Background: an optimization exercise with open tools, aiming at small area. Do not read the settings as production practice. In this exercise RTL edits were held to simulation tests only and were not proved equivalent to the original. Power and IR drop assume default switching activity.

$ cat flow/config.mk
export PLATFORM = sky130hd
export DESIGN_NAME = ld19_frame_core
export DESIGN_NICKNAME = ld19_frame_core
export VERILOG_FILES = /design/flow/design.v
export SDC_FILE = /design/flow/constraint.sdc
export NUM_CORES = 4
export LEC_CHECK = 0
export CAP_MARGIN = 20
export CORE_MARGIN = 2
export CORE_UTILIZATION = 40
export SLEW_MARGIN = 20
$ cat flow/constraint.sdc
create_clock -name core_clock -period 12.0 [get_ports {clk}]
set_input_delay 2.4000 -clock core_clock [delete_from_list [all_inputs] [get_ports {clk}]]
set_output_delay 2.4000 -clock core_clock [all_outputs]
set_load 0.01 [all_outputs]
$ cat flow/design.v
module ld19_frame_core (
    input  wire         clk,
    input  wire         rst,         
    input  wire         in_valid,
    input  wire         in_eos,
    input  wire [7:0]   in_data,
    output wire         in_ready,
    input  wire         resume,      
    output reg          ev_valid,
    output reg  [2:0]   ev_kind,
    output wire [604:0] ev_payload
);
    localparam [2:0] EV_DESYNC = 3'd1;
    localparam [2:0] EV_FRAME  = 3'd2;
    localparam [2:0] EV_INVLEN = 3'd4;
    localparam [2:0] EV_ENDED  = 3'd5;
    function [7:0] crc_step(input [7:0] acc, input [7:0] b);
        reg [7:0] c;
        integer j;
        begin
            c = acc ^ b;
            for (j = 0; j < 8; j = j + 1)
                c = c[7] ? ((c << 1) ^ 8'h4D) : (c << 1);
            crc_step = c;
        end
    endfunction
    reg [3:0] ph;          
    reg       mode;        
    reg [5:0] bcnt;        
    reg       ended;
    reg       fpend;       
    reg       busy;        
    reg       inv_pend;    
    reg       nk_v;        
    reg [2:0] nk_kind;
    reg [7:0] crc;
    wire [3:0] q = bcnt % 12;
    wire ph0 = (ph == 4'd0);
    assign in_ready = !ended && !inv_pend &&
                      (mode ? ((bcnt >= 6'd47) || (ph == q)) : (!fpend && ph0));
    wire take = in_valid && in_ready && !rst;
    wire take_byte = take && mode && !in_eos;
    wire keep = mode | fpend;
    reg [95:0]  ra, rb, rc;    
    reg [47:0]  rd;            
    reg [31:0]  re;            
    reg [227:0] rg;            
    wire ld_a = (take && !mode) || (take_byte && bcnt <= 6'd12) || (inv_pend && ph0);
    wire ld_b = take_byte && bcnt >= 6'd13 && bcnt <= 6'd24;
    wire ld_c = take_byte && bcnt >= 6'd25 && bcnt <= 6'd36;
    wire ld_d = take_byte && bcnt >= 6'd37 && bcnt <= 6'd42;
    wire ld_e = take_byte && bcnt >= 6'd43 && bcnt <= 6'd46;
    wire [7:0] da = inv_pend ? {2'b00, bcnt} : (in_eos ? 8'd0 : in_data);
    wire [15:0] t_start = {ra[8*1 +: 8], ra[8*2 +: 8]};
    wire [15:0] t_end   = {in_data, rd[7:0]};
    wire [16:0] diff    = {1'b0, t_end} - {1'b0, t_start};
    wire [17:0] span    = diff[16] ? ({diff[16], diff} + 18'd36000) : {1'b0, diff};
    wire [19:0] base    = t_start * 5'd11;
    reg  [17:0] dreg;
    reg  [20:0] acc;
    wire start43 = take_byte && bcnt == 6'd43;
    wire [20:0] sub1 = acc - 21'd396000;
    wire [20:0] sub2 = acc - 21'd792000;
    wire [18:0] ang  = (acc >= 21'd792000) ? sub2[18:0] :
                       (acc >= 21'd396000) ? sub1[18:0] : acc[18:0];
    always @(posedge clk) begin
        if (start43) begin
            dreg <= span;
            acc  <= {1'b0, base};
        end else begin
            acc  <= acc + {{3{dreg[17]}}, dreg};
        end
    end
    always @(posedge clk) begin
        ra <= {ra[87:0],  ld_a ? da      : (keep ? ra[95:88]  : 8'd0)};
        rb <= {rb[87:0],  ld_b ? in_data : (keep ? rb[95:88]  : 8'd0)};
        rc <= {rc[87:0],  ld_c ? in_data : (keep ? rc[95:88]  : 8'd0)};
        rd <= {rd[39:0],  ld_d ? in_data : (keep ? rd[47:40]  : 8'd0)};
        re <= {re[23:0],  ld_e ? in_data : (keep ? re[31:24]  : 8'd0)};
        rg <= {rg[208:0], busy ? ang     : (keep ? rg[227:209] : 19'd0)};
    end
    always @(posedge clk) begin
        if (rst) begin
            ph       <= 4'd0;
            mode     <= 1'b0;
            ended    <= 1'b0;
            fpend    <= 1'b0;
            busy     <= 1'b0;
            inv_pend <= 1'b0;
            nk_v     <= 1'b0;
            ev_valid <= 1'b0;
        end else begin
            ph <= (ph == 4'd11) ? 4'd0 : ph + 4'd1;
            ev_valid <= 1'b0;
            if (ph == 4'd5 && fpend && !busy) begin
                ev_valid <= 1'b1;
                ev_kind  <= EV_FRAME;
                fpend    <= 1'b0;
            end
            if (ph == 4'd11 && nk_v) begin
                ev_valid <= 1'b1;
                ev_kind  <= nk_kind;
                nk_v     <= 1'b0;
            end
            if (ph0 && ev_valid && ev_kind == EV_INVLEN) begin
                ev_valid <= 1'b1;
                ev_kind  <= EV_ENDED;
            end
            if (start43)
                busy <= 1'b1;
            else if (ph == 4'd7 || (take && in_eos))
                busy <= 1'b0;
            if (inv_pend && ph0) begin
                inv_pend <= 1'b0;
                nk_v     <= 1'b1;
                nk_kind  <= EV_INVLEN;
            end
            if (take) begin
                if (!mode) begin
                    if (in_eos) begin
                        ended   <= 1'b1;
                        nk_v    <= 1'b1;
                        nk_kind <= EV_ENDED;
                    end else if (in_data == 8'h54) begin
                        mode <= 1'b1;
                        bcnt <= 6'd1;
                        crc  <= 8'hEE;
                    end else begin
                        nk_v    <= 1'b1;
                        nk_kind <= EV_DESYNC;
                    end
                end else if (in_eos) begin
                    ended    <= 1'b1;
                    mode     <= 1'b0;
                    inv_pend <= 1'b1;
                end else begin
                    if (bcnt <= 6'd46)
                        crc <= crc_step(crc, in_data);
                    if (bcnt == 6'd48) begin
                        mode  <= 1'b0;
                        fpend <= 1'b1;
                    end else begin
                        bcnt <= bcnt + 6'd1;
                    end
                end
            end else if (resume) begin
                ended <= 1'b0;
            end
        end
    end
    function integer stg(input integer n, input integer len);
        integer t;
        begin
            t = (5 - n) % len;
            if (t < 0) t = t + len;
            stg = t;
        end
    endfunction
    wire [7:0] fb [1:46];
    genvar gn;
    generate
        for (gn = 1; gn <= 46; gn = gn + 1) begin : g_fb
            if (gn <= 12)      assign fb[gn] = ra[8*stg(gn, 12) +: 8];
            else if (gn <= 24) assign fb[gn] = rb[8*stg(gn, 12) +: 8];
            else if (gn <= 36) assign fb[gn] = rc[8*stg(gn, 12) +: 8];
            else if (gn <= 42) assign fb[gn] = rd[8*stg(gn, 6) +: 8];
            else               assign fb[gn] = re[8*stg(gn, 4) +: 8];
        end
    endgenerate
    wire k1 = ev_kind[1];
    genvar gk;
    generate
        for (gk = 0; gk < 12; gk = gk + 1) begin : g_pt
            assign ev_payload[43*gk +: 16]      = {fb[7 + 3*gk], fb[6 + 3*gk]};
            assign ev_payload[43*gk + 16 +: 8]  = fb[8 + 3*gk];
            assign ev_payload[43*gk + 24 +: 19] = rg[19*((9 - gk + 12) % 12) +: 19];
        end
    endgenerate
    assign ev_payload[523:516] = {1'b0, k1, 1'b0, k1, 1'b0, k1, 2'b00};
    assign ev_payload[531:524] = fb[1];
    assign ev_payload[547:532] = {fb[3], fb[2]};
    assign ev_payload[563:548] = {fb[5], fb[4]};
    assign ev_payload[579:564] = {fb[43], fb[42]};
    assign ev_payload[595:580] = {fb[45], fb[44]};
    assign ev_payload[603:596] = fb[46];
    assign ev_payload[604]     = k1 && (crc == 8'd0);
endmodule
$ cat flow/run.sh
#!/bin/bash
# synth_recipe.tcl (not shown) runs the flow's synth.tcl, then flattens the netlist and writes it again
# the make line also repeats each setting of config.mk as NAME=value (left out here)
make -C /OpenROAD-flow-scripts/flow DESIGN_CONFIG=/design/flow/config.mk WORK_HOME=/design/flow/orfs CLKGATE_MAP_FILE= SYNTH_SCRIPT=/design/flow/synth_recipe.tcl finish
==> impl_metrics.json <==
{
  "reg2reg_from": "bcnt[5]$_SDFFCE_PN0P_",
  "clock_skew_ns": 0.0275,
  "wl_met3_um": 5120,
  "cts_max_level": 3,
  "post_cts_buffers": 0,
  "synth-edff-count": 38,
  "p_int_mw": 3.65,
  "period_share": 0.510,
  "cts_tree": "built",
  "route.vias.total": 14100,
  "cts_made_buffers": 68,
  "min_path_type": "reg -> reg",
  "slew_headroom": 0.275,
  "synthFlopType": "dfxtp_1",
  "cpPeakStageDelay_ns": 0.55,
  "antenna_found_initial": 0,
  "cts_root_buf": "clkbuf_16",
  "wl_met2_um": 29400,
  "finalSetupViolCount": 0,
  "cts-resized-gates": 0,
  "ant_nets": 0,
  "comb_power_share": 0.070,
  "tns_ns": 0,
  "period_needed_ns": 6.12,
  "leakagePower_nw": 11.6,
  "start_util": 0.404,
  "highest_layer": "met4",
  "wl_um": 62800,
  "reg2reg_to": "rb[1]$_DFF_P_",
  "finalWeightedCongestion": 0.895,
  "crit_path_start_kind": "register",
  "grt_max_degree": 60,
  "clockBufferDepth": 3,
  "yosysSeqAreaShare": 0.678,
  "p_sw_frac": 0.232,
  "r2r_cells": 10,
  "clkPwrFrac": 0.447,
  "post_drt_wl_per_cell_um": 21.0,
  "ios": 623,
  "finish.net_count": 2374,
  "crit_required_ns": 9.60,
  "layout_commonest_cell": "dfxtp_1",
  "max_cap_violations": 0,
  "synthAdderAreaFrac": 0.0693,
  "rsz0062_at_grt": "false",
  "worstSetupEndpoint": "in_ready",
  "drtIter0Drc": 739,
  "crit_path_cell_trace": "inv_1 -> ha_1 -> nand2b_1 -> nor3b_1 -> or3_1 -> a221o_1 -> a31oi_2 -> o21a_1 -> clkdlybuf4s50_1",
  "portBuffers": 617,
  "grt_pass1_wl_um": 91500,
  "powerDensity_nw_per_um2": 162,
  "finalHoldViolCount": 0,
  "firstDrtPassIters": 5,
  "path_class": "reg -> out",
  "slowest_stage": "clkdlybuf4s50_1",
  "syn-cell-area_um2": 20200,
  "die_h_um": 229,
  "cp.arrival_ns": 3.72,
  "via_per_inst": 4.72,
  "hpwl_um": 49700,
  "critPathCaptureType": "output port",
  "num_rows": 82,
  "status": "no timing/DRC/antenna violations",
  "mostFrequentLayoutCells": "dfxtp_1 (628), clkdlybuf4s50_1 (617), nand2_1 (130)",
  "fin_hold_ws_ns": 0.329,
  "irDropWorstVdd_mv": 0.107,
  "worstPathMaxFanout": 8,
  "syn_area_per_cell_um2": 12.6,
  "startpoint": "bcnt[5]$_SDFFCE_PN0P_",
  "cts_hold_buffers": 0,
  "drv_slew": 0,
  "synth_compound_area_frac": 0.0762,
  "numClockSinks": 666,
  "synth_top_area_cell": "dfxtp_1",
  "drc": 0,
  "grt_pass1_vias": 14100,
  "synth_seq_cells": 666,
  "area_growth_pct": 45.3,
  "p_seq_frac": 0.483,
  "max_freq_ghz": 0.163,
  "grt.total_usage": 0.235,
  "drive_above_1_share": 0.0593,
  "netSwitchingPower_mw": 1.10,
  "yosys-top-cells-area": "dfxtp_1 (62%), edfxtp_1 (5.6%), ha_1 (5.4%)",
  "dieArea_um2": 52400,
  "die-width_um": 229,
  "synthCells": 1603,
  "synth_xor_area_frac": 0.0398,
  "muxShareOfSynthArea": 0.0324,
  "worst_pin_slew_ns": 1.09,
  "synth_top_family_by_area": "compound AO/OA/AOI/OAI gates",
  "yosys.area_share.simple": 0.0746,
  "fill_cells": 4234,
  "ys_types": 77,
  "synth_warnings": 1,
  "synth_top_area_share": 0.622,
  "clkSlewWorstSetupHoldPaths_ns": 0.06,
  "core_area_um2": 50100,
  "worstSkewPairLatency_ns": 0.62,
  "synthArstFlopShare": 0,
  "met1Wirelength_um": 26400,
  "reg2reg_slack_ns": 8.21,
  "grt_remaining_overflow": 0
}
[cell type report]
| cell class | count | area, um^2 | area share |
|---|---|---|---|
| Multi-Input combinational cell | 797 | 5940 | 0.202 |
| Tap cell | 672 | 841 | 0.0286 |
| Sequential cell | 666 | 13700 | 0.467 |
| Inverter | 104 | 390 | 0.0133 |
| Clock inverter | 27 | 337 | 0.0115 |
| Clock buffer | 97 | 1940 | 0.0661 |
| Antenna cell | 1 | 2.50 | 0.0000852 |
| Timing Repair Buffer | 621 | 6210 | 0.211 |
[state kept, by name, indices dropped and copies added, names as in the netlist]
signal,count
rb,96
fpend,1
nk_kind,3
rd,48
rc,96
ev_valid,1
rg,228
re,32
acc,21
ended,1
ph,4
crc,8
bcnt,6
ra,96
inv_pend,1
ev_kind,3
dreg,18
mode,1
busy,1
nk_v,1
[worst min-delay path by stage]
stage / startpoint / end / slack (ns) / depth (start not counted)
after CTS: ra[47]$_DFF_P_ / ra[55]$_DFF_P_ / 0.32 / 0
after floorplan: ra[2]$_DFF_P_ / ra[10]$_DFF_P_ / 0.38 / 0
final: ra[47]$_DFF_P_ / ra[55]$_DFF_P_ / 0.33 / 0
after detailed placement: rc[82]$_DFF_P_ / rc[90]$_DFF_P_ / 0.33 / 0
after global placement: rc[47]$_DFF_P_ / rc[55]$_DFF_P_ / 0.33 / 0
after global routing: rd[19]$_DFF_P_ / rd[27]$_DFF_P_ / 0.33 / 0
[cells by family after synthesis]
logic type / after synthesis
AO/OA/AOI/OAI: 222
XOR/XNOR: 92
adder cells (fa/ha/maj): 103
buffers and inverters: 144
flip-flops: 666
multiplexers: 65
other: 1
AND/OR/NAND/NOR: 310
[through the flow]
stage / util / std cells / power [mW] / cell area (um^2) / worst slack, ns
2_1_floorplan: - / 1607 / 2.58 / 20200 / 7.16
3_3_place_gp: 0.541 / 2860 / 2.66 / 27100 / 6.49
3_5_place_dp: 0.541 / 2860 / 2.67 / 27100 / 6.55
4_1_cts: 0.587 / 2984 / 4.80 / 29400 / 5.88
5_1_grt: 0.587 / 2984 / 4.92 / 29400 / 5.71
6_report: 0.587 / 2985 / 4.74 / 29400 / 5.88
[per-layer routing]
layer  global-route usage  vias to the layer above
met5                    0                        -
met4               0.0775                        0
met3               0.0801                       91
met2                0.387                      499
met1                0.288                     6759
li1                     -                     6729
[power groups by stage]
stage / Clock, mW / Combinational, mW / Sequential (mW)
3_3_place_gp: 0 / 0.321 / 2.34
6_report: 2.12 / 0.330 / 2.29
5_1_grt: 2.26 / 0.369 / 2.30
2_1_floorplan: 0 / 0.245 / 2.33
3_5_place_dp: 0 / 0.328 / 2.34
4_1_cts: 2.17 / 0.331 / 2.29
[synthesized netlist by cell type, drive strengths merged, types with 6 or more instances]
library cell	instances
a211oi	7
a21o	15
a21oi	42
a22oi	6
a31oi	14
and2	6
buf	18
clkbuf	22
dfxtp	628
edfxtp	38
fa	15
ha	88
inv	104
mux2i	62
nand2	130
nand2b	26
nand3	12
nor2	60
nor2b	12
nor3	13
nor4	8
o211ai	8
o21a	15
o21ai	51
or3	7
xnor2	64
xor2	28
[critical path: cells and delay by family, from the launching register on]
| family | cells | cell delay, ns |
|---|---|---|
| AOI/OAI and AO/OA | 3 | 0.84 |
| and+or+nand+nor | 3 | 0.77 |
| buffers and inverters | 2 | 0.72 |
| DFF | 1 | 0.51 |
| adders and majority gates | 1 | 0.28 |

[port drivers added, routing unchanged]
The flow's constraints put no driver on any port. The routed layout listed below was extracted and timed again, unchanged, in two steps.
Step 1: set_driving_cell puts a clkbuf_16 on clk and a buf_2 on each other input, an assumption about the parent block.
Step 2 also shifts input and output timing later by t, the mid clock arrival at the registers, as if the neighbouring blocks saw the same clock.
Three values: no drivers, after step 1, after step 2; two values: the first two.
t, ns: 0.659
slack for setup (ns): 5.875 / 5.818 / 6.477
worst setup path after step 2: register to output
slew at the worst register clock pin (ns): 0.07 / 0.07
cell pins on the clock port's net: 1
After both steps setup and hold are still met in this run. For this run, drivers alone change the setup slack by -0.057 ns; drivers and shift together by +0.602 ns.
